From an optimization exercise on the open Yosys and OpenROAD flow, aimed at a short achievable clock period and few clock cycles; shortcuts taken in it are not production practice. In this exercise RTL edits were held to simulation tests only and were not proved equivalent to the original.

`design/flow/config.mk`:
```
export PLATFORM = sky130hd
export DESIGN_NAME = ws_core
export DESIGN_NICKNAME = ws_core
export VERILOG_FILES = /design/flow/design.v
export SDC_FILE = /design/flow/constraint.sdc
export NUM_CORES = 4
export LEC_CHECK = 0
export CAP_MARGIN = 20
export CORE_MARGIN = 2
export CORE_UTILIZATION = 40
export PLACE_DENSITY = 0.55
export SLEW_MARGIN = 20
export SYNTH_HIERARCHICAL = 1
```
`design/flow/flow/run.sh`:
```
#!/bin/bash
# The standard layout (standard.sh: standard synthesis, then ORFS through
# finish), with two changes to how the layout is optimised:
#  - repair_timing is asked for extra setup slack. The 60 ns clock is met
#    with a wide margin, so without this the resizer never works on the
#    critical paths. The SDC, clock period and IO constraints stay as given.
#  - the port buffers are buf_4 cells rather than the default delay buffers.
set -euo pipefail
export SETUP_SLACK_MARGIN=47
export BUFFER_PORTS_ARGS="-buffer_cell sky130_fd_sc_hd__buf_4"
bash standard.sh > standard.log 2>&1
```
`design/flow/design.v`:
```
module ws_core (
    input  wire        clk,
    input  wire        rst,           
    input  wire        cmd_valid,
    input  wire [7:0]  cmd,
    output wire        cmd_ready,
    output wire [7:0]  status,
    output wire [31:0] t_out,
    output wire [31:0] h_out,
    output wire [31:0] p_out,
    output reg         bus_req,
    output reg         bus_we,
    output reg  [7:0]  bus_addr,
    output reg  [3:0]  bus_len,
    output reg  [7:0]  bus_wdata,
    input  wire        bus_ack,
    input  wire        bus_fail,
    input  wire [63:0] bus_rdata
);
    localparam integer NSTG = 7;
    localparam [1:0] E_NONE = 2'd0;
    localparam [1:0] E_ILL  = 2'd1;
    localparam [1:0] E_SEQ  = 2'd2;
    localparam [1:0] E_BUS  = 2'd3;
    localparam [4:0] TI_LAST_INIT = 5'd22;
    localparam [4:0] TI_TRIG      = 5'd23;
    localparam [4:0] TI_RAW       = 5'd24;
    reg        busy;
    reg        rdy;           
    reg        lc;
    reg        rvalid;
    reg        esticky;
    reg [1:0]  err;
    reg [4:0]  ti;            
    reg        last;          
    reg [20:0] txn;           
    reg        ld;            
    reg [4:0]  ldi;
    reg [NSTG-1:0] pv;        
    reg [63:0] rdq;           
    assign cmd_ready = rdy;
    assign status    = {2'b00, err, esticky, rvalid, lc, busy};
    function [20:0] tx;       
        input [4:0] i;
        begin
            case (i)
                5'd0:  tx = {1'b1, 8'hF5, 4'd1, 8'h10};
                5'd1:  tx = {1'b1, 8'hF4, 4'd1, 8'h24};
                5'd2:  tx = {1'b1, 8'hF2, 4'd1, 8'h01};
                5'd3:  tx = {1'b0, 8'h88, 4'd2, 8'h00};
                5'd4:  tx = {1'b0, 8'h8A, 4'd2, 8'h00};
                5'd5:  tx = {1'b0, 8'h8C, 4'd2, 8'h00};
                5'd6:  tx = {1'b0, 8'h8E, 4'd2, 8'h00};
                5'd7:  tx = {1'b0, 8'h90, 4'd2, 8'h00};
                5'd8:  tx = {1'b0, 8'h92, 4'd2, 8'h00};
                5'd9:  tx = {1'b0, 8'h94, 4'd2, 8'h00};
                5'd10: tx = {1'b0, 8'h96, 4'd2, 8'h00};
                5'd11: tx = {1'b0, 8'h98, 4'd2, 8'h00};
                5'd12: tx = {1'b0, 8'h9A, 4'd2, 8'h00};
                5'd13: tx = {1'b0, 8'h9C, 4'd2, 8'h00};
                5'd14: tx = {1'b0, 8'h9E, 4'd2, 8'h00};
                5'd15: tx = {1'b0, 8'hA1, 4'd1, 8'h00};
                5'd16: tx = {1'b0, 8'hE1, 4'd2, 8'h00};
                5'd17: tx = {1'b0, 8'hE3, 4'd1, 8'h00};
                5'd18: tx = {1'b0, 8'hE4, 4'd1, 8'h00};
                5'd19: tx = {1'b0, 8'hE5, 4'd1, 8'h00};
                5'd20: tx = {1'b0, 8'hE6, 4'd1, 8'h00};
                5'd21: tx = {1'b0, 8'hE5, 4'd1, 8'h00};
                5'd22: tx = {1'b0, 8'hE7, 4'd1, 8'h00};
                5'd23: tx = {1'b1, 8'hF4, 4'd1, 8'h25};
                default: tx = {1'b0, 8'hF7, 4'd8, 8'h00};
            endcase
        end
    endfunction
    reg  s4_fast;             
    wire done = s4_fast ? pv[NSTG-2] : pv[NSTG-1];
    wire cmd_ok  = (cmd[7:2] == 6'd0) && (cmd[1] != cmd[0]);    
    wire accept  = cmd_ok && (cmd[1] == lc);
    wire advance = bus_req && bus_ack && !bus_fail;
    always @(posedge clk) begin
        rdq <= bus_rdata;
        if (rst) begin
            busy    <= 1'b0;
            rdy     <= 1'b1;
            lc      <= 1'b0;
            rvalid  <= 1'b0;
            esticky <= 1'b0;
            err     <= E_NONE;
            bus_req <= 1'b0;
            ld      <= 1'b0;
            pv      <= {NSTG{1'b0}};
        end else begin
            ld  <= advance;
            pv  <= {pv[NSTG-2:0], advance && ti[4] && ti[3]};
            if (!busy) begin
                if (cmd_valid) begin
                    if (accept) begin
                        busy    <= 1'b1;
                        rdy     <= 1'b0;
                        bus_req <= 1'b1;
                        if (cmd[1])
                            rvalid <= 1'b0;
                    end else begin
                        err     <= cmd_ok ? E_SEQ : E_ILL;
                        esticky <= 1'b1;
                    end
                end
            end else begin
                if (bus_req && bus_ack) begin
                    if (bus_fail) begin
                        err     <= E_BUS;
                        esticky <= 1'b1;
                        busy    <= 1'b0;
                        rdy     <= 1'b1;
                        bus_req <= 1'b0;
                    end else begin
                        if (last) begin
                            bus_req <= 1'b0;
                            if (!ti[4] || !ti[3]) begin
                                busy <= 1'b0;
                                rdy  <= 1'b1;
                                lc   <= 1'b1;
                                err  <= E_NONE;
                            end
                        end
                    end
                end
                if (done) begin
                    busy   <= 1'b0;
                    rdy    <= 1'b1;
                    rvalid <= 1'b1;
                    err    <= E_NONE;
                end
            end
        end
    end
    always @(posedge clk) begin
        if (!busy) begin
            ti        <= cmd[0] ? 5'd0 : TI_TRIG;
            last      <= 1'b0;
            txn       <= cmd[0] ? tx(5'd1) : tx(TI_RAW);
            bus_we    <= 1'b1;
            bus_addr  <= cmd[0] ? 8'hF5 : 8'hF4;
            bus_len   <= 4'd1;
            bus_wdata <= cmd[0] ? 8'h10 : 8'h25;
        end else if (advance) begin
            ldi  <= ti;
            ti   <= ti + 5'd1;
            last <= (ti == TI_LAST_INIT - 5'd1) || (ti == TI_TRIG);
            txn  <= tx(ti + 5'd2);
            {bus_we, bus_addr, bus_len, bus_wdata} <= txn;
        end
    end
    reg [15:0] cal_t1, cal_t2, cal_t3;
    reg [15:0] cal_p1, cal_p2, cal_p3, cal_p4, cal_p5, cal_p6, cal_p7, cal_p8, cal_p9;
    reg [7:0]  cal_h1;
    reg [15:0] cal_h2;
    reg [7:0]  cal_h3;
    reg [11:0] cal_h4, cal_h5;
    reg [7:0]  cal_h6;
    wire [15:0] r16 = rdq[15:0];
    wire [7:0]  r8  = rdq[7:0];
    always @(posedge clk) begin
        if (ld) begin
            case (ldi)
                5'd3:  cal_t1 <= r16;
                5'd4:  cal_t2 <= r16;
                5'd5:  cal_t3 <= r16;
                5'd6:  cal_p1 <= r16;
                5'd7:  cal_p2 <= r16;
                5'd8:  cal_p3 <= r16;
                5'd9:  cal_p4 <= r16;
                5'd10: cal_p5 <= r16;
                5'd11: cal_p6 <= r16;
                5'd12: cal_p7 <= r16;
                5'd13: cal_p8 <= r16;
                5'd14: cal_p9 <= r16;
                5'd15: cal_h1 <= r8;
                5'd16: cal_h2 <= r16;
                5'd17: cal_h3 <= r8;
                5'd18: cal_h4[11:4] <= r8;
                5'd19: cal_h4[3:0]  <= r8[3:0];
                5'd20: cal_h5[11:4] <= r8;
                5'd21: cal_h5[3:0]  <= r8[7:4];
                5'd22: cal_h6 <= r8;
                default: ;
            endcase
        end
    end
    wire [19:0] adc_p0 = {rdq[7:0], rdq[15:8], rdq[23:20]};
    wire [19:0] adc_t0 = {rdq[31:24], rdq[39:32], rdq[47:44]};
    wire [15:0] adc_h0 = {rdq[55:48], rdq[63:56]};
    wire [20:0] t_var1;
    wire [28:0] t_vlo;
    wire [23:0] t_vhi;
    ws_temp u_temp (.adc(adc_t0), .t1(cal_t1), .t2(cal_t2), .t3(cal_t3),
                    .var1(t_var1), .vlo(t_vlo), .vhi(t_vhi));
    reg [20:0] s1_var1;
    reg [28:0] s1_vlo;
    reg [23:0] s1_vhi;
    reg [19:0] s1_adcp;
    reg [15:0] s1_adch;
    always @(posedge clk) begin
        if (pv[0]) begin
            s1_var1 <= t_var1;
            s1_vlo  <= t_vlo;
            s1_vhi  <= t_vhi;
            s1_adcp <= adc_p0;
            s1_adch <= adc_h0;
        end
    end
    wire [31:0] tf_t;
    wire [21:0] tf_pv1;
    wire [19:0] tf_h;
    wire [22:0] tf_x;
    ws_tfine u_tf (.var1(s1_var1), .vlo(s1_vlo), .vhi(s1_vhi), .t_o(tf_t), .pv1(tf_pv1), .h(tf_h), .x(tf_x));
    wire [31:0] p_hh;
    ws_sq20 u_hh (.h(tf_h), .hh(p_hh));
    wire [30:0] p_y;
    wire [31:0] p_v2b;
    ws_pv1 u_pv1 (.pv1(tf_pv1), .p2(cal_p2), .p5(cal_p5), .y(p_y), .v2b(p_v2b));
    wire [16:0] h_a;
    wire [20:0] h_b, h_c;
    ws_hum1 u_h1 (.x(tf_x), .adch(s1_adch), .h3(cal_h3), .h4(cal_h4), .h5(cal_h5), .h6(cal_h6),
                  .a(h_a), .b(h_b), .c(h_c));
    wire [31:0] p_k = (32'd1048576 - {12'd0, s1_adcp}) * 32'd3125;
    reg [31:0] s2_t;
    reg [31:0] s2_k;
    reg [31:0] s2_hh;
    reg [30:0] s2_y;
    reg [31:0] s2_v2b;
    reg [16:0] s2_ha;
    reg [20:0] s2_hb, s2_hc;
    always @(posedge clk) begin
        s2_t   <= tf_t;
        s2_k   <= p_k;
        s2_hh  <= p_hh;
        s2_y   <= p_y;
        s2_v2b <= p_v2b;
        s2_ha  <= h_a;
        s2_hb  <= h_b;
        s2_hc  <= h_c;
    end
    wire [16:0] p_d;
    ws_pdiv u_pd (.hh(s2_hh), .y(s2_y), .p1(cal_p1), .p3(cal_p3), .d(p_d));
    wire [31:0] p_p0;
    ws_pnum u_pn (.hh(s2_hh), .v2b(s2_v2b), .k(s2_k), .p4(cal_p4), .p6(cal_p6), .p0(p_p0));
    wire [17:0] h_e;
    ws_hum2 u_h2 (.b(s2_hb), .c(s2_hc), .h2(cal_h2), .e(h_e));
    reg [16:0] s3_d;
    reg [31:0] s3_n;
    reg        s3_nb;
    reg [17:0] s3_he;
    always @(posedge clk) begin
        s3_d  <= p_d;
        s3_n  <= p_p0[31] ? p_p0 : {p_p0[30:0], 1'b0};
        s3_nb <= p_p0[31];
        s3_he <= h_e;
    end
    wire [239:0] m_hn;        
    wire [59:0]  m_lo;        
    ws_dmul u_dm (.d(s3_d[15:0]), .mhn(m_hn), .mlo(m_lo));
    wire d_neg  = s3_d[16];
    wire d_zero = (s3_d == 17'd0);
    wire fast   = d_neg || d_zero || ({4'd0, s3_n[31:20]} < s3_d[15:0]);
    wire [19:0] q0, q1, q2;
    ws_dstepn u_q0 (.r(16'd0), .nib(s3_n[31:28]), .mhn(m_hn), .mlo(m_lo), .q(q0));
    ws_dstepn u_q1 (.r(q0[15:0]), .nib(s3_n[27:24]), .mhn(m_hn), .mlo(m_lo), .q(q1));
    ws_dstepn u_q2 (.r(q1[15:0]), .nib(s3_n[23:20]), .mhn(m_hn), .mlo(m_lo), .q(q2));
    reg [15:0] pre_r;
    reg [11:0] pre_q;
    always @(posedge clk) begin
        pre_r <= q2[15:0];
        pre_q <= {q0[19:16], q1[19:16], q2[19:16]};
    end
    wire [15:0] r3 = fast ? {4'd0, s3_n[31:20]} : pre_r;
    wire [19:0] q3, q4, q5;
    ws_dstepn u_q3 (.r(r3), .nib(s3_n[19:16]), .mhn(m_hn), .mlo(m_lo), .q(q3));
    ws_dstepn u_q4 (.r(q3[15:0]), .nib(s3_n[15:12]), .mhn(m_hn), .mlo(m_lo), .q(q4));
    ws_dstepn u_q5 (.r(q4[15:0]), .nib(s3_n[11:8]), .mhn(m_hn), .mlo(m_lo), .q(q5));
    wire [14:0] c6, c7; wire [59:0] l6, l7;
    ws_dnib u_n6 (.nib(s3_n[7:4]), .mlo(m_lo), .cin(c6), .lo(l6));
    ws_dnib u_n7 (.nib(s3_n[3:0]), .mlo(m_lo), .cin(c7), .lo(l7));
    reg [239:0] s4_mhn;
    reg [14:0]  s4_c6, s4_c7;
    reg [59:0]  s4_l6, s4_l7;
    reg [23:0]  s4_qh;        
    reg [15:0]  s4_r;
    reg         s4_big;       
    reg         s4_neg;
    reg         s4_zero;
    always @(posedge clk) begin
        s4_mhn  <= m_hn;
        s4_c6   <= c6;
        s4_c7   <= c7;
        s4_l6   <= l6;
        s4_l7   <= l7;
        s4_qh   <= {fast ? 12'd0 : pre_q, q3[19:16], q4[19:16], q5[19:16]};
        s4_r    <= q5[15:0];
        s4_big  <= (s3_n[31:16] == 16'hFFFF) && (s3_n[15:0] >= s3_d[15:0]);
        s4_neg  <= d_neg;
        s4_zero <= d_zero;
        s4_fast <= fast;
    end
    wire [19:0] q6, q7;
    ws_dstep u_q6 (.r(s4_r), .nib(s3_n[7:4]), .mhn(s4_mhn), .cin(s4_c6), .lo(s4_l6), .q(q6));
    ws_dstep u_q7 (.r(q6[15:0]), .nib(s3_n[3:0]), .mhn(s4_mhn), .cin(s4_c7), .lo(s4_l7), .q(q7));
    wire [31:0] p_p;
    wire [18:0] p_s;
    ws_psq u_ps (.qh(s4_qh), .ql({q6[19:16], q7[19:16]}), .nb(s3_nb), .neg(s4_neg), .big(s4_big),
                 .p(p_p), .s(p_s));
    reg [31:0] s5_p;
    reg [18:0] s5_s;
    always @(posedge clk) begin
        s5_p <= p_p;
        s5_s <= p_s;
    end
    wire [31:0] p_fin;
    ws_ppost u_pp (.p(s5_p), .s(s5_s), .p7(cal_p7), .p8(cal_p8), .p9(cal_p9), .pout(p_fin));
    wire [31:0] h_v;
    wire [24:0] h_qq;
    ws_hum3 u_h3 (.a(s2_ha), .e(s3_he), .v(h_v), .qq(h_qq));
    reg [31:0] s4_hv;
    reg [24:0] s4_hqq;
    always @(posedge clk) begin
        s4_hv  <= h_v;
        s4_hqq <= h_qq;
    end
    wire [31:0] h_fin;
    ws_hum4 u_h4 (.v(s4_hv), .qq(s4_hqq), .h1(cal_h1), .hout(h_fin));
    reg [31:0] s5_h;
    always @(posedge clk)
        s5_h <= h_fin;
    reg [31:0] t_res, h_res, p_res;
    always @(posedge clk) begin
        if (done) begin
            t_res <= s2_t;
            h_res <= s5_h;
            p_res <= s4_zero ? 32'd0 : p_fin;
        end
    end
    assign t_out = t_res;
    assign h_out = h_res;
    assign p_out = p_res;
endmodule
module ws_temp (
    input  wire [19:0] adc,
    input  wire [15:0] t1, t2, t3,
    output wire [20:0] var1,
    output wire [28:0] vlo,       
    output wire [23:0] vhi        
);
    wire signed [17:0] a   = $signed({1'b0, adc[19:3]}) - $signed({1'b0, t1, 1'b0});
    wire signed [33:0] ap  = a * $signed(t2);
    wire signed [16:0] d   = $signed({1'b0, adc[19:4]}) - $signed({1'b0, t1});
    wire signed [33:0] sq  = d * d;
    wire signed [19:0] sqs = sq[31:12];
    wire signed [28:0] pl  = sqs * $signed({1'b0, t3[7:0]});
    wire signed [27:0] ph  = sqs * $signed(t3[15:8]);
    assign var1 = ap[31:11];
    assign vlo  = pl;
    assign vhi  = ph[23:0];
endmodule
module ws_tfine (
    input  wire [20:0] var1,
    input  wire [28:0] vlo,
    input  wire [23:0] vhi,
    output wire [31:0] t_o,       
    output wire [21:0] pv1,       
    output wire [19:0] h,         
    output wire [22:0] x          
);
    wire [31:0] v2p = {vhi, 8'd0} + {{3{vlo[28]}}, vlo};
    wire signed [20:0] v1 = var1;
    wire signed [17:0] v2 = v2p[31:14];
    wire signed [25:0] t5 = (v1 + v2) * 4'sd5 + 26'sd128;
    wire signed [23:0] pv = v1 + v2 - 24'sd128000;
    assign t_o = {{15{t5[25]}}, t5[24:8]};
    assign pv1 = pv[22:1];
    assign h   = pv[22:3];
    assign x   = v1 + v2 - 23'sd76800;
endmodule
module ws_sq20 (
    input  wire [19:0] h,
    output wire [31:0] hh
);
    wire signed [39:0] p = $signed(h) * $signed(h);
    assign hh = p[31:0];
endmodule
module ws_pv1 (
    input  wire [21:0] pv1,
    input  wire [15:0] p2, p5,
    output wire [30:0] y,         
    output wire [31:0] v2b        
);
    wire signed [37:0] yp = $signed(p2) * $signed(pv1);
    wire signed [37:0] bp = $signed(pv1) * $signed(p5);
    assign y   = yp[31:1];
    assign v2b = {bp[30:0], 1'b0};
endmodule
module ws_hum1 (
    input  wire [22:0] x,
    input  wire [15:0] adch,
    input  wire [7:0]  h3,
    input  wire [11:0] h4, h5,
    input  wire [7:0]  h6,
    output wire [16:0] a,
    output wire [20:0] b,
    output wire [20:0] c
);
    wire signed [22:0] sx  = x;
    wire signed [35:0] h5x = sx * $signed({1'b0, h5});
    wire [31:0] asum = {adch, 14'd0} - {h4, 20'd0} - h5x[31:0] + 32'd16384;
    wire signed [30:0] bp  = sx * $signed(h6);
    wire signed [31:0] cp  = sx * $signed({1'b0, h3});
    assign a = asum[31:15];
    assign b = bp[30:10];
    assign c = $signed(cp[30:11]) + 21'sd32768;
endmodule
module ws_hum2 (
    input  wire [20:0] b, c,
    input  wire [15:0] h2,
    output wire [17:0] e
);
    wire signed [41:0] bc  = $signed(b) * $signed(c);
    wire signed [22:0] d   = $signed(bc[31:10]) + 23'sd2097152;
    wire signed [38:0] dh2 = d * $signed(h2);
    wire [31:0] es = dh2[31:0] + 32'd8192;
    assign e = es[31:14];
endmodule
module ws_hum3 (
    input  wire [16:0] a,
    input  wire [17:0] e,
    output wire [31:0] v,
    output wire [24:0] qq
);
    wire signed [34:0] vp = $signed(a) * $signed(e);
    wire signed [16:0] q  = vp[31:15];
    wire signed [33:0] qp = q * q;
    assign v  = vp[31:0];
    assign qq = qp[31:7];
endmodule
module ws_hum4 (
    input  wire [31:0] v,
    input  wire [24:0] qq,
    input  wire [7:0]  h1,
    output wire [31:0] hout
);
    wire signed [33:0] qh = $signed(qq) * $signed({1'b0, h1});
    wire [31:0] w  = v - {{4{qh[31]}}, qh[31:4]};
    wire [31:0] cl = w[31] ? 32'd0 : (w > 32'd419430400) ? 32'd419430400 : w;
    assign hout = {12'd0, cl[31:12]};
endmodule
module ws_pdiv (
    input  wire [31:0] hh,
    input  wire [30:0] y,
    input  wire [15:0] p1, p3,
    output wire [16:0] d
);
    wire signed [18:0] hh13 = hh[31:13];
    wire signed [34:0] x    = $signed(p3) * hh13;
    wire signed [31:0] s    = $signed(x[31:3]) + $signed(y);
    wire [13:0] v1 = s[31:18];
    wire [15:0] u  = {~v1[13], v1[13], v1[13:0]};
    wire [31:0] dp = u * p1;
    assign d = dp[31:15];
endmodule
module ws_pnum (
    input  wire [31:0] hh,
    input  wire [31:0] v2b,
    input  wire [31:0] k,
    input  wire [15:0] p4, p6,
    output wire [31:0] p0
);
    wire signed [20:0] hh11 = hh[31:11];
    wire signed [36:0] v2a  = hh11 * $signed(p6);
    wire [31:0] v2 = v2a[31:0] + v2b;
    wire [19:0] b  = {{2{v2[31]}}, v2[31:14]} + {p4, 4'd0};
    assign p0 = k - {{12{b[19]}}, b} * 32'd3125;
endmodule
module ws_dmul (
    input  wire [15:0]  d,
    output wire [239:0] mhn,
    output wire [59:0]  mlo
);
    genvar j;
    generate
        for (j = 1; j < 16; j = j + 1) begin : g_m
            wire [19:0] m = {4'd0, d} * j;
            assign mhn[16*j-1 -: 16] = ~m[19:4];
            assign mlo[4*j-1 -: 4]   = m[3:0];
        end
    endgenerate
endmodule
module ws_dnib (
    input  wire [3:0]  nib,
    input  wire [59:0] mlo,
    output wire [14:0] cin,       
    output wire [59:0] lo
);
    genvar j;
    generate
        for (j = 1; j < 16; j = j + 1) begin : g_n
            wire [3:0] ml = mlo[4*j-1 -: 4];
            assign cin[j-1]         = (nib >= ml);
            assign lo[4*j-1 -: 4]   = nib - ml;
        end
    endgenerate
endmodule
module ws_dstep (
    input  wire [15:0]  r,
    input  wire [3:0]   nib,
    input  wire [239:0] mhn,
    input  wire [14:0]  cin,
    input  wire [59:0]  lo,
    output wire [19:0]  q         
);
    wire [15:0]  ge;
    wire [255:0] rem;
    assign ge[0]     = 1'b1;
    assign rem[15:0] = {r[11:0], nib};
    genvar j;
    generate
        for (j = 1; j < 16; j = j + 1) begin : g_c
            wire [16:0] s = {1'b0, r} + {1'b0, mhn[16*j-1 -: 16]} + {16'd0, cin[j-1]};
            assign ge[j] = s[16];
            assign rem[16*j +: 16] = {s[11:0], lo[4*j-1 -: 4]};
        end
    endgenerate
    reg [15:0] res;
    reg [3:0]  dig;
    integer k;
    always @(*) begin
        res = 16'd0;
        dig = 4'd0;
        for (k = 0; k < 15; k = k + 1)
            if (ge[k] && !ge[k+1]) begin
                res = res | rem[16*k +: 16];
                dig = dig | k[3:0];
            end
        if (ge[15]) begin
            res = res | rem[255:240];
            dig = dig | 4'd15;
        end
    end
    assign q = {dig, res};
endmodule
module ws_dstepn (
    input  wire [15:0]  r,
    input  wire [3:0]   nib,
    input  wire [239:0] mhn,
    input  wire [59:0]  mlo,
    output wire [19:0]  q         
);
    wire [15:0] ge;
    wire [255:0] rem;
    assign ge[0]  = 1'b1;
    assign rem[15:0] = {r[11:0], nib};
    genvar j;
    generate
        for (j = 1; j < 16; j = j + 1) begin : g_c
            wire [3:0]  ml  = mlo[4*j-1 -: 4];
            wire        cin = (nib >= ml);
            wire [4:0]  lo  = {1'b0, nib} - {1'b0, ml};
            wire [16:0] s   = {1'b0, r} + {1'b0, mhn[16*j-1 -: 16]} + {16'd0, cin};
            assign ge[j]  = s[16];
            assign rem[16*j +: 16] = {s[11:0], lo[3:0]};
        end
    endgenerate
    reg [15:0] res;
    reg [3:0]  dig;
    integer k;
    always @(*) begin
        res = 16'd0;
        dig = 4'd0;
        for (k = 0; k < 15; k = k + 1)
            if (ge[k] && !ge[k+1]) begin
                res = res | rem[16*k +: 16];
                dig = dig | k[3:0];
            end
        if (ge[15]) begin
            res = res | rem[255:240];
            dig = dig | 4'd15;
        end
    end
    assign q = {dig, res};
endmodule
module ws_psq (
    input  wire [23:0] qh,
    input  wire [7:0]  ql,
    input  wire        nb,
    input  wire        neg,       
    input  wire        big,
    output wire [31:0] p,
    output wire [18:0] s
);
    wire [21:0] a2  = qh[21:0] * qh[21:0];
    wire [4:0]  b0  = ql[7:3];
    wire [9:0]  bb0 = b0 * b0;
    wire [31:0] sq0 = {a2[21:0], 10'd0} + {22'd0, bb0}
                    + (b0[0] ? {2'd0, qh, 6'd0}     : 32'd0) + (b0[1] ? {1'd0, qh, 7'd0}     : 32'd0)
                    + (b0[2] ? {qh, 8'd0}           : 32'd0) + (b0[3] ? {qh[22:0], 9'd0}     : 32'd0)
                    + (b0[4] ? {qh[21:0], 10'd0}    : 32'd0);
    wire [5:0]  b1  = ql[7:2];
    wire [11:0] bb1 = b1 * b1;
    wire [31:0] sq1 = {a2[19:0], 12'd0} + {20'd0, bb1}
                    + (b1[0] ? {2'd0, qh[22:0], 7'd0} : 32'd0) + (b1[1] ? {1'd0, qh[22:0], 8'd0} : 32'd0)
                    + (b1[2] ? {qh[22:0], 9'd0}       : 32'd0) + (b1[3] ? {qh[21:0], 10'd0}      : 32'd0)
                    + (b1[4] ? {qh[20:0], 11'd0}      : 32'd0) + (b1[5] ? {qh[19:0], 12'd0}      : 32'd0);
    wire [31:0] q = {qh, ql};
    assign p = neg ? (nb ? {30'd0, big, 1'b0} : {31'd0, big}) :
               (nb ? {q[30:0], 1'b0} : q);
    assign s = neg ? 19'd0 : (nb ? sq1[31:13] : sq0[31:13]);
endmodule
module ws_ppost (
    input  wire [31:0] p,
    input  wire [18:0] s,
    input  wire [15:0] p7, p8, p9,
    output wire [31:0] pout
);
    wire signed [35:0] w1p = $signed(p9) * $signed({1'b0, s});
    wire signed [30:0] p2  = {1'b0, p[31:2]};
    wire signed [46:0] w2p = p2 * $signed(p8);
    wire signed [19:0] w1  = w1p[31:12];
    wire signed [18:0] w2  = w2p[31:13];
    wire [35:0] tot = {p, 4'd0} + {{16{w1[19]}}, w1} + {{17{w2[18]}}, w2} + {{20{p7[15]}}, p7};
    assign pout = tot[35:4];
endmodule
```
`design/flow/constraint.sdc`:
```
create_clock -name core_clock -period 60.0 [get_ports {clk}]
set_input_delay 12.0000 -clock core_clock [delete_from_list [all_inputs] [get_ports {clk}]]
set_output_delay 12.0000 -clock core_clock [all_outputs]
set_load 0.01 [all_outputs]
```
`design/flow/standard.sh`:
```
#!/bin/bash
# synth_recipe.tcl (not shown) runs the flow's synth.tcl, then flattens the netlist and writes it again
# the make line also repeats each setting of config.mk as NAME=value (left out here)
make -C /OpenROAD-flow-scripts/flow DESIGN_CONFIG=/design/flow/config.mk WORK_HOME=/design/flow/orfs CLKGATE_MAP_FILE= SYNTH_SCRIPT=/design/flow/synth_recipe.tcl "${@:-finish}"
```
==> reports/metrics.yaml, run 1 <==
timing_worst_setup_path_type: "flop to primary output"
pin_count: 204
grt_pass1_vias: 310439
fin_setup_tns_ns: 0
largest_register_ffs: 240
start_util: 0.401
h-tree-depth: 4
timing.fmax_mhz: 73.8
vias: 303619
dieArea_mm2: 0.924
ant_nets: 0
vias_per_cell: 5.57
clkLatencyLatePin_ns: 0.98
regMostFlops: "s4_mhn"
final.setup_skew_ns: 0.112
antenna_found_initial: 185
finalMaxSlewViolations: 0
dr.pass1.iters: 8
cts_root_buffer: "clkbuf_16"
syn_inst: 41247
cts.sinks: 1379
holdWs_ns: 0.343
finalSetupViolCount: 0
final_nets: 52765
path_clk_slew_ns: 0.07
drc: 0
dp_cells: 53233
worstMarginPinSlew_ns: 1.17
numCtsBuffers: 191
rows: 351
stdcell_count: 54537
grt_pass1_wl_um: 2010000
status: "timing/DRC/antenna clean"
critPathLaunchType: "flop"
syn_area_per_cell_um2: 8.88
wl_um: 1370000
synth_area_mm2: 0.366
wl_per_cell_um: 25.1
dieWidth_um: 961
slowest_stage: "dfxtp_4"
drt-initial-drc-count: 27204
core-area_mm2: 0.913
cpLargestDelayFamily: "flip-flops"
hold_path_class: "flop to flop"
largest_registers: "s4_mhn (240), s4_l6 (60), rdq (53)"
cts_max_path_buffers: 4
dp_hpwl_um: 1040000
slew_headroom: 0.212
syn2layout_area_growth_pct: 11.3
max_cap_violations: 0
cts_tree: "yes"
cp_max_fo: 2
overflow: 0
die_y_um: 961
period_share: 0.226
crit_buf_inv: 2
drive_gt1_frac: 0.0889
yosys_warnings: 9
post-route-min-period_ns: 13.56
grt_max_degree: 61
place_congestion: 1.03
crit_path_max_incr_delay_ns: 0.35
worstPathArrival_ns: 1.56
crit_chain: "buf_12, buf_6"
port_buffers: 184
grtUsageTotal: 0.290
rsz0062_at_grt: "true"
worstPathRequired_ns: 48.00
finalHoldViolCount: 0
worst_setup_path_end_kind: "primary output"
-- cell type report --
cell class                      count  area, um2
Fill cell                       88773     506000
Multi-Input combinational cell  30802     306000
Sequential cell                  1379      32800
Inverter                         7968      30000
Timing Repair Buffer             1660      16200
Tap cell                        12178      15200
Clock buffer                      227       5180
Clock inverter                    127       1560
Antenna cell                      194        485
Timing Repair inverter              2       11.3
-- metal layers --
layer,share of wire,vias up,track usage
li1,-,134509,-
met1,0.41,153106,0.386
met2,0.43,13121,0.447
met3,0.094,2809,0.0623
met4,0.059,74,0.144
met5,0.00057,-,0
-- metrics by stage --
step                      setup WS [ns]  cell area (um2)   util
after global routing              46.35           407000  0.446
after CTS                         46.37           401000  0.438
after floorplan                   46.96           368000      -
final                             46.44           408000  0.446
after global placement            42.91           385000  0.421
after detailed placement          42.88           385000  0.422
-- what timing repair did --
| item | in CTS | in global routing |
|---|---|---|
| hold endpoints to repair | 0 | 0 |
| cloned | 23 | 26 |
| hold buffers | 0 | 0 |
| resized for setup | 1037 | 880 |
| endpoints found under the setup margin | 246 | 258 |
| pin swaps | 285 | 409 |
| buffers inserted | 420 | 284 |
-- final timing paths --
path / from / to / slack (ns) / depth (start not counted)
hold / removal: s3_d[16] / s4_neg / 0.34 / 0
setup reg to reg: cal_p3[5] / s3_d[10] / 46.80 / 54
setup / recovery: busy / status[0] / 46.44 / 2
hold reg to reg: s3_d[16] / s4_neg / 0.34 / 0
-- layout by cell type, fill, tap and decap left out, types with 187 or more instances in the layout --
cell type and n:
fa_1 5706, a21oi_1 1665, a21o_1 790, nand2b_1 376
o21ai_0 1039, nand3_1 488, o21bai_1 214, edfxtp_1 488
nor3_1 453, and2_1 2665, buf_4 1197, dfxtp_1 781
conb_1 324, o22ai_1 396, nor2_1 1437, nor2b_1 277
ha_1 4749, clkbuf_16 216, diode_2 194, buf_6 243
nand2_1 3632, nand4_1 241, o21a_1 256, a211oi_1 187
xor2_1 865, inv_1 7873, xnor2_1 1222
Testbench counts, summed over its fixed seeds: cycles 12,336.
==> inputs of run 2 (changes only) <==
--- a/design/flow/design.v
+++ b/design/flow/design.v
@@ -17,7 +17,7 @@
     input  wire        bus_fail,
     input  wire [63:0] bus_rdata
 );
-    localparam integer NSTG = 7;
+    localparam integer NSTG = 9;    
     localparam [1:0] E_NONE = 2'd0;
     localparam [1:0] E_ILL  = 2'd1;
     localparam [1:0] E_SEQ  = 2'd2;
@@ -37,6 +37,7 @@
     reg        ld;            
     reg [4:0]  ldi;
     reg [NSTG-1:0] pv;        
+    reg        slow;          
     reg [63:0] rdq;           
     assign cmd_ready = rdy;
     assign status    = {2'b00, err, esticky, rvalid, lc, busy};
@@ -73,7 +74,7 @@
         end
     endfunction
     reg  s4_fast;             
-    wire done = s4_fast ? pv[NSTG-2] : pv[NSTG-1];
+    wire done = s4_fast ? pv[5] : pv[8];
     wire cmd_ok  = (cmd[7:2] == 6'd0) && (cmd[1] != cmd[0]);    
     wire accept  = cmd_ok && (cmd[1] == lc);
     wire advance = bus_req && bus_ack && !bus_fail;
@@ -89,7 +90,12 @@
             bus_req <= 1'b0;
             ld      <= 1'b0;
             pv      <= {NSTG{1'b0}};
+            slow    <= 1'b0;
         end else begin
+            if (pv[0])
+                slow <= 1'b0;
+            else if (pv[5] && !s4_fast)
+                slow <= 1'b1;
             ld  <= advance;
             pv  <= {pv[NSTG-2:0], advance && ti[4] && ti[3]};
             if (!busy) begin
@@ -247,13 +253,18 @@
     ws_pnum u_pn (.hh(s2_hh), .v2b(s2_v2b), .k(s2_k), .p4(cal_p4), .p6(cal_p6), .p0(p_p0));
     wire [17:0] h_e;
     ws_hum2 u_h2 (.b(s2_hb), .c(s2_hc), .h2(cal_h2), .e(h_e));
+    wire [31:0] p_n = p_p0[31] ? p_p0 : {p_p0[30:0], 1'b0};
+    wire [15:0] s_pd;         
+    wire        ld_pre;
     reg [16:0] s3_d;
     reg [31:0] s3_n;
+    reg [15:0] s3_r0;         
     reg        s3_nb;
     reg [17:0] s3_he;
     always @(posedge clk) begin
         s3_d  <= p_d;
-        s3_n  <= p_p0[31] ? p_p0 : {p_p0[30:0], 1'b0};
+        s3_n  <= p_n;
+        s3_r0 <= ld_pre ? s_pd : {1'b0, p_n[31:17]};
         s3_nb <= p_p0[31];
         s3_he <= h_e;
     end
@@ -262,28 +273,22 @@
     ws_dmul u_dm (.d(s3_d[15:0]), .mhn(m_hn), .mlo(m_lo));
     wire d_neg  = s3_d[16];
     wire d_zero = (s3_d == 17'd0);
-    wire fast   = d_neg || d_zero || ({4'd0, s3_n[31:20]} < s3_d[15:0]);
-    wire [19:0] q0, q1, q2;
-    ws_dstepn u_q0 (.r(16'd0), .nib(s3_n[31:28]), .mhn(m_hn), .mlo(m_lo), .q(q0));
-    ws_dstepn u_q1 (.r(q0[15:0]), .nib(s3_n[27:24]), .mhn(m_hn), .mlo(m_lo), .q(q1));
-    ws_dstepn u_q2 (.r(q1[15:0]), .nib(s3_n[23:20]), .mhn(m_hn), .mlo(m_lo), .q(q2));
-    reg [15:0] pre_r;
-    reg [11:0] pre_q;
-    always @(posedge clk) begin
-        pre_r <= q2[15:0];
-        pre_q <= {q0[19:16], q1[19:16], q2[19:16]};
-    end
-    wire [15:0] r3 = fast ? {4'd0, s3_n[31:20]} : pre_r;
-    wire [19:0] q3, q4, q5;
-    ws_dstepn u_q3 (.r(r3), .nib(s3_n[19:16]), .mhn(m_hn), .mlo(m_lo), .q(q3));
-    ws_dstepn u_q4 (.r(q3[15:0]), .nib(s3_n[15:12]), .mhn(m_hn), .mlo(m_lo), .q(q4));
-    ws_dstepn u_q5 (.r(q4[15:0]), .nib(s3_n[11:8]), .mhn(m_hn), .mlo(m_lo), .q(q5));
-    wire [14:0] c6, c7; wire [59:0] l6, l7;
-    ws_dnib u_n6 (.nib(s3_n[7:4]), .mlo(m_lo), .cin(c6), .lo(l6));
-    ws_dnib u_n7 (.nib(s3_n[3:0]), .mlo(m_lo), .cin(c7), .lo(l7));
+    wire fast   = d_neg || d_zero || ({1'b0, s3_n[31:17]} < s3_d[15:0]);
+    reg  [14:0] pre_q;        
+    wire [15:0] rq16 = s3_r0;
+    wire [17:0] t16 = {1'b0, rq16, s3_n[16]} - {2'b00, s3_d[15:0]};
+    wire        q16 = !t16[17];
+    wire [15:0] r15 = q16 ? t16[15:0] : {rq16[14:0], s3_n[16]};
+    wire [19:0] qa, qb;
+    ws_dstepn u_qa (.r(r15),      .nib(s3_n[15:12]), .mhn(m_hn), .mlo(m_lo), .q(qa));
+    ws_dstepn u_qb (.r(qa[15:0]), .nib(s3_n[11:8]),  .mhn(m_hn), .mlo(m_lo), .q(qb));
+    wire [14:0] cc, cd; wire [59:0] lc_, ld_;
+    ws_dnib u_nc (.nib(s3_n[7:4]), .mlo(m_lo), .cin(cc), .lo(lc_));
+    ws_dnib u_nd (.nib(s3_n[3:0]), .mlo(m_lo), .cin(cd), .lo(ld_));
     reg [239:0] s4_mhn;
-    reg [14:0]  s4_c6, s4_c7;
-    reg [59:0]  s4_l6, s4_l7;
+    reg [59:0]  s4_mlo;
+    reg [14:0]  s4_cc, s4_cd;
+    reg [59:0]  s4_lc, s4_ld;
     reg [23:0]  s4_qh;        
     reg [15:0]  s4_r;
     reg         s4_big;       
@@ -291,23 +296,38 @@
     reg         s4_zero;
     always @(posedge clk) begin
         s4_mhn  <= m_hn;
-        s4_c6   <= c6;
-        s4_c7   <= c7;
-        s4_l6   <= l6;
-        s4_l7   <= l7;
-        s4_qh   <= {fast ? 12'd0 : pre_q, q3[19:16], q4[19:16], q5[19:16]};
-        s4_r    <= q5[15:0];
+        s4_mlo  <= m_lo;
+        s4_cc   <= cc;
+        s4_cd   <= cd;
+        s4_lc   <= lc_;
+        s4_ld   <= ld_;
+        s4_qh   <= {fast ? 15'd0 : pre_q, q16, qa[19:16], qb[19:16]};
+        s4_r    <= qb[15:0];
         s4_big  <= (s3_n[31:16] == 16'hFFFF) && (s3_n[15:0] >= s3_d[15:0]);
         s4_neg  <= d_neg;
         s4_zero <= d_zero;
         s4_fast <= fast;
     end
-    wire [19:0] q6, q7;
-    ws_dstep u_q6 (.r(s4_r), .nib(s3_n[7:4]), .mhn(s4_mhn), .cin(s4_c6), .lo(s4_l6), .q(q6));
-    ws_dstep u_q7 (.r(q6[15:0]), .nib(s3_n[3:0]), .mhn(s4_mhn), .cin(s4_c7), .lo(s4_l7), .q(q7));
+    wire [19:0] pa, pb, pc, pd;
+    reg  [15:0] pre_r1;
+    reg  [7:0]  pre_q1;
+    ws_dstepn u_sa (.r(16'd0),    .nib({1'b0, s3_n[31:29]}), .mhn(s4_mhn), .mlo(s4_mlo), .q(pa));
+    ws_dstepn u_sb (.r(pa[15:0]), .nib(s3_n[28:25]),         .mhn(s4_mhn), .mlo(s4_mlo), .q(pb));
+    ws_dstepn u_sc (.r(pre_r1),   .nib(s3_n[24:21]),         .mhn(s4_mhn), .mlo(s4_mlo), .q(pc));
+    ws_dstepn u_sd (.r(pc[15:0]), .nib(s3_n[20:17]),         .mhn(s4_mhn), .mlo(s4_mlo), .q(pd));
+    always @(posedge clk) begin
+        pre_r1 <= pb[15:0];
+        pre_q1 <= {pa[19:16], pb[19:16]};
+        pre_q  <= {pre_q1[6:0], pc[19:16], pd[19:16]};
+    end
+    assign s_pd   = pd[15:0];
+    assign ld_pre = slow || (pv[5] && !s4_fast);
+    wire [19:0] qc, qd;
+    ws_dstep u_qc (.r(s4_r),      .nib(s3_n[7:4]), .mhn(s4_mhn), .cin(s4_cc), .lo(s4_lc), .q(qc));
+    ws_dstep u_qd (.r(qc[15:0]),  .nib(s3_n[3:0]), .mhn(s4_mhn), .cin(s4_cd), .lo(s4_ld), .q(qd));
     wire [31:0] p_p;
     wire [18:0] p_s;
-    ws_psq u_ps (.qh(s4_qh), .ql({q6[19:16], q7[19:16]}), .nb(s3_nb), .neg(s4_neg), .big(s4_big),
+    ws_psq u_ps (.qh(s4_qh), .ql({qc[19:16], qd[19:16]}), .nb(s3_nb), .neg(s4_neg), .big(s4_big),
                  .p(p_p), .s(p_s));
     reg [31:0] s5_p;
     reg [18:0] s5_s;
@@ -331,16 +351,11 @@
     reg [31:0] s5_h;
     always @(posedge clk)
         s5_h <= h_fin;
-    reg [31:0] t_res, h_res, p_res;
-    always @(posedge clk) begin
-        if (done) begin
-            t_res <= s2_t;
-            h_res <= s5_h;
-            p_res <= s4_zero ? 32'd0 : p_fin;
-        end
-    end
-    assign t_out = t_res;
-    assign h_out = h_res;
+    reg [31:0] p_res;
+    always @(posedge clk)
+        p_res <= s4_zero ? 32'd0 : p_fin;
+    assign t_out = s2_t;
+    assign h_out = s5_h;
     assign p_out = p_res;
 endmodule
 module ws_temp (
@@ -522,9 +537,9 @@
     genvar j;
     generate
         for (j = 1; j < 16; j = j + 1) begin : g_c
-            wire [16:0] s = {1'b0, r} + {1'b0, mhn[16*j-1 -: 16]} + {16'd0, cin[j-1]};
-            assign ge[j] = s[16];
-            assign rem[16*j +: 16] = {s[11:0], lo[4*j-1 -: 4]};
+            wire [17:0] s = {1'b0, r, 1'b1} + {1'b0, mhn[16*j-1 -: 16], cin[j-1]};
+            assign ge[j] = s[17];
+            assign rem[16*j +: 16] = {s[12:1], lo[4*j-1 -: 4]};
         end
     endgenerate
     reg [15:0] res;
@@ -561,10 +576,10 @@
         for (j = 1; j < 16; j = j + 1) begin : g_c
             wire [3:0]  ml  = mlo[4*j-1 -: 4];
             wire        cin = (nib >= ml);
-            wire [4:0]  lo  = {1'b0, nib} - {1'b0, ml};
-            wire [16:0] s   = {1'b0, r} + {1'b0, mhn[16*j-1 -: 16]} + {16'd0, cin};
-            assign ge[j]  = s[16];
-            assign rem[16*j +: 16] = {s[11:0], lo[3:0]};
+            wire [3:0]  lo  = nib - ml;
+            wire [17:0] s   = {1'b0, r, 1'b1} + {1'b0, mhn[16*j-1 -: 16], cin};
+            assign ge[j]  = s[17];
+            assign rem[16*j +: 16] = {s[12:1], lo};
         end
     endgenerate
     reg [15:0] res;
==> reports/metrics.yaml, run 2 <==
drt-initial-drc-count: 31596  # +16%
synth_area_mm2: 0.370  # +0.86%
overflow: 0  # unchanged
die_y_um: 965  # +0.43%
port_buffers: 184  # unchanged
worstPathRequired_ns: 48.00  # about the same
vias: 318290  # +4.8%
clkLatencyLatePin_ns: 1.00  # +0.02 ns
vias_per_cell: 5.70  # +2.4%
dieArea_mm2: 0.932  # +0.86%
finalHoldViolCount: 0  # unchanged
layout_common_cells: "inv_1, fa_1, ha_1"
cts_tree: "yes"
dieWidth_um: 965  # +0.43%
hold_path_class: "flop to flop"
regMostFlops: "s4_mhn"
rsz0062_at_grt: "true"
grt_pass1_wl_um: 2300000  # +15%
start_util: 0.401  # -0.000568
timing.fmax_mhz: 73.0  # -1.0%
syn2layout_area_growth_pct: 10.2
cts_root_buffer: "clkbuf_16"
ant_nets: 0  # unchanged
max_cap_violations: 0  # unchanged
finalMaxSlewViolations: 0  # unchanged
slew_headroom: 0.0786  # -0.133
fin_setup_tns_ns: 0  # unchanged
syn_inst: 42004  # +1.8%
h-tree-depth: 4  # unchanged
finalSetupViolCount: 0  # unchanged
slowest_stage: "edfxtp_1"
utilization: 0.442  # -0.00479
dp_hpwl_um: 1280000  # +23%
path_clk_slew_ns: 0.06  # about the same
period_share: 0.228  # +0.00240
pin_count: 204  # unchanged
cpLargestDelayFamily: "flip-flops"
yosys_warnings: 9  # unchanged
wl_per_cell_um: 29.5  # +17%
drc: 0  # unchanged
timing_worst_setup_path_type: "flop to primary output"
wl_um: 1640000  # +20%
final.setup_skew_ns: 0.0870  # -0.0246 ns
cts.sinks: 1404  # +1.8%
final_common_cell: "inv_1"
fillers: 90444  # +1.9%
numCtsBuffers: 201  # +5.2%
core-area_mm2: 0.923  # +1.0%
antenna_found_initial: 341  # +84%
worst_setup_path_end_kind: "primary output"
post-route-min-period_ns: 13.70  # +0.144 ns
multiInputGateArea_mm2: 0.307  # +0.26%
crit_buf_inv: 1  # -1
critPathLaunchType: "flop"
cp_max_fo: 2  # unchanged
place_congestion: 1.04  # +0.85%
ff_latch_area_mm2: 0.0327  # -0.31%
status: "timing/DRC/antenna clean"
dr.pass1.iters: 9  # +1
largest_register_ffs: 240  # unchanged
final_nets: 53520  # +1.4%
worstMarginPinSlew_ns: 1.35  # +0.174 ns
crit_chain: "buf_4"
worstPathArrival_ns: 1.70  # +0.14 ns
grt_pass1_vias: 319173  # +2.8%
drive_gt1_frac: 0.0818  # -0.00709
crit_path_max_incr_delay_ns: 0.51  # +0.16 ns
cts-hold-fix-buffers: 0  # unchanged
rows: 353  # +0.57%
grtUsageTotal: 0.345  # +0.0559
largest_registers: "s4_mhn (240), s4_lc (60), s4_mlo (60)"
cts_max_path_buffers: 4  # unchanged
grt_max_degree: 84  # +38%
syn_area_per_cell_um2: 8.80  # -0.96%
[run 2: cell count changes in the layout (fill, tap and decap cells not counted), moves of 115 or more]
cell	change
diode_2	+463
dfxtp_2	+261
ha_1	+164
nand2_1	+153
o21ai_0	+153
dfxtp_1	-149
nor2_1	+146
xnor2_1	+142
o22ai_1	-115
[run 2: repair_timing]
item                                    4_1_cts  5_1_grt
gates resized for setup                     712      474
endpoints found under the setup margin      248      258
setup buffers                               221      145
pin swaps                                   157      318
cloned                                       10       11
[run 2: area by class of cell]
| type | count | share of cell area |
|---|---|---|
| Timing Repair Buffer | 1571 | 0.0339 |
| Inverter | 7955 | 0.0735 |
| Multi-Input combinational cell | 31606 | 0.754 |
| Sequential cell | 1404 | 0.0801 |
| Clock buffer | 248 | 0.0135 |
| Timing Repair inverter | 1 | 0.0000154 |
| Tap cell | 12247 | 0.0376 |
| Clock inverter | 127 | 0.00376 |
| Antenna cell | 657 | 0.00403 |
[run 2: per-layer routing]
| metal | part of all wire | wire [um] | up-vias | GRT usage |
|---|---|---|---|---|
| met1 | 0.39 | 642000 | 160754 | 0.433 |
| li1 | - | - | 138411 | - |
| met3 | 0.094 | 154000 | 3574 | 0.0795 |
| met5 | 0.00040 | 653 | - | 0 |
| met4 | 0.082 | 135000 | 92 | 0.252 |
| met2 | 0.43 | 713000 | 15459 | 0.522 |
[run 2: path summary, 6_finish.rpt]
kind | startpoint | endpoint | slack, ns | cells after the start
setup / recovery | bus_wdata[2] | bus_wdata[5] | 46.30 | 1
hold / removal | pre_q1[4] | pre_q[12] | 0.33 | 0
setup reg to reg | s2_hh[19] | s3_d[10] | 46.58 | 57
hold reg to reg | pre_q1[4] | pre_q[12] | 0.33 | 0
[run 2: through the flow]
| stage | hold slack, ns | cell area, um2 | instances | setup WS [ns] |
|---|---|---|---|---|
| floorplan | 0.310 | 371000 | 42334 | 47.00 |
| global placement | 0.313 | 390000 | 54388 | 44.64 |
| detailed placement | 0.312 | 390000 | 54392 | 44.63 |
| CTS | 0.326 | 402000 | 54998 | 46.26 |
| global route | 0.332 | 407000 | 55487 | 46.17 |
| finish | 0.328 | 407000 | 55816 | 46.30 |
Testbench counts of run 2, summed over its fixed seeds: cycles 12,336.

## static timing again, ports no longer ideal
In the flow no input, the clock included, has a driving cell. The finished layouts below were timed again as built, in two steps. Step 1, drivers: a clkbuf_16 drives clk and a buf_2 each remaining input, both assumed. Step 2 moves the port delays by t, midway between the first and last clock arrival at a register: inputs arrive t later, outputs are due t later. That takes back most of the time a late clock gives input paths. Three values: no drivers, after step 1, after step 2; two values: the first two.
run | t, ns | slack for setup (ns) | worst setup path after step 2
run 1 | 1.080 | 46.444 / 46.287 / 46.771 | input to register
run 2 | 1.142 | 46.300 / 46.117 / 46.049 | input to register
After both steps setup and hold are still met in every run listed. For run 2, which loses most, drivers alone change the setup slack by -0.183 ns; drivers and shift together by -0.251 ns.
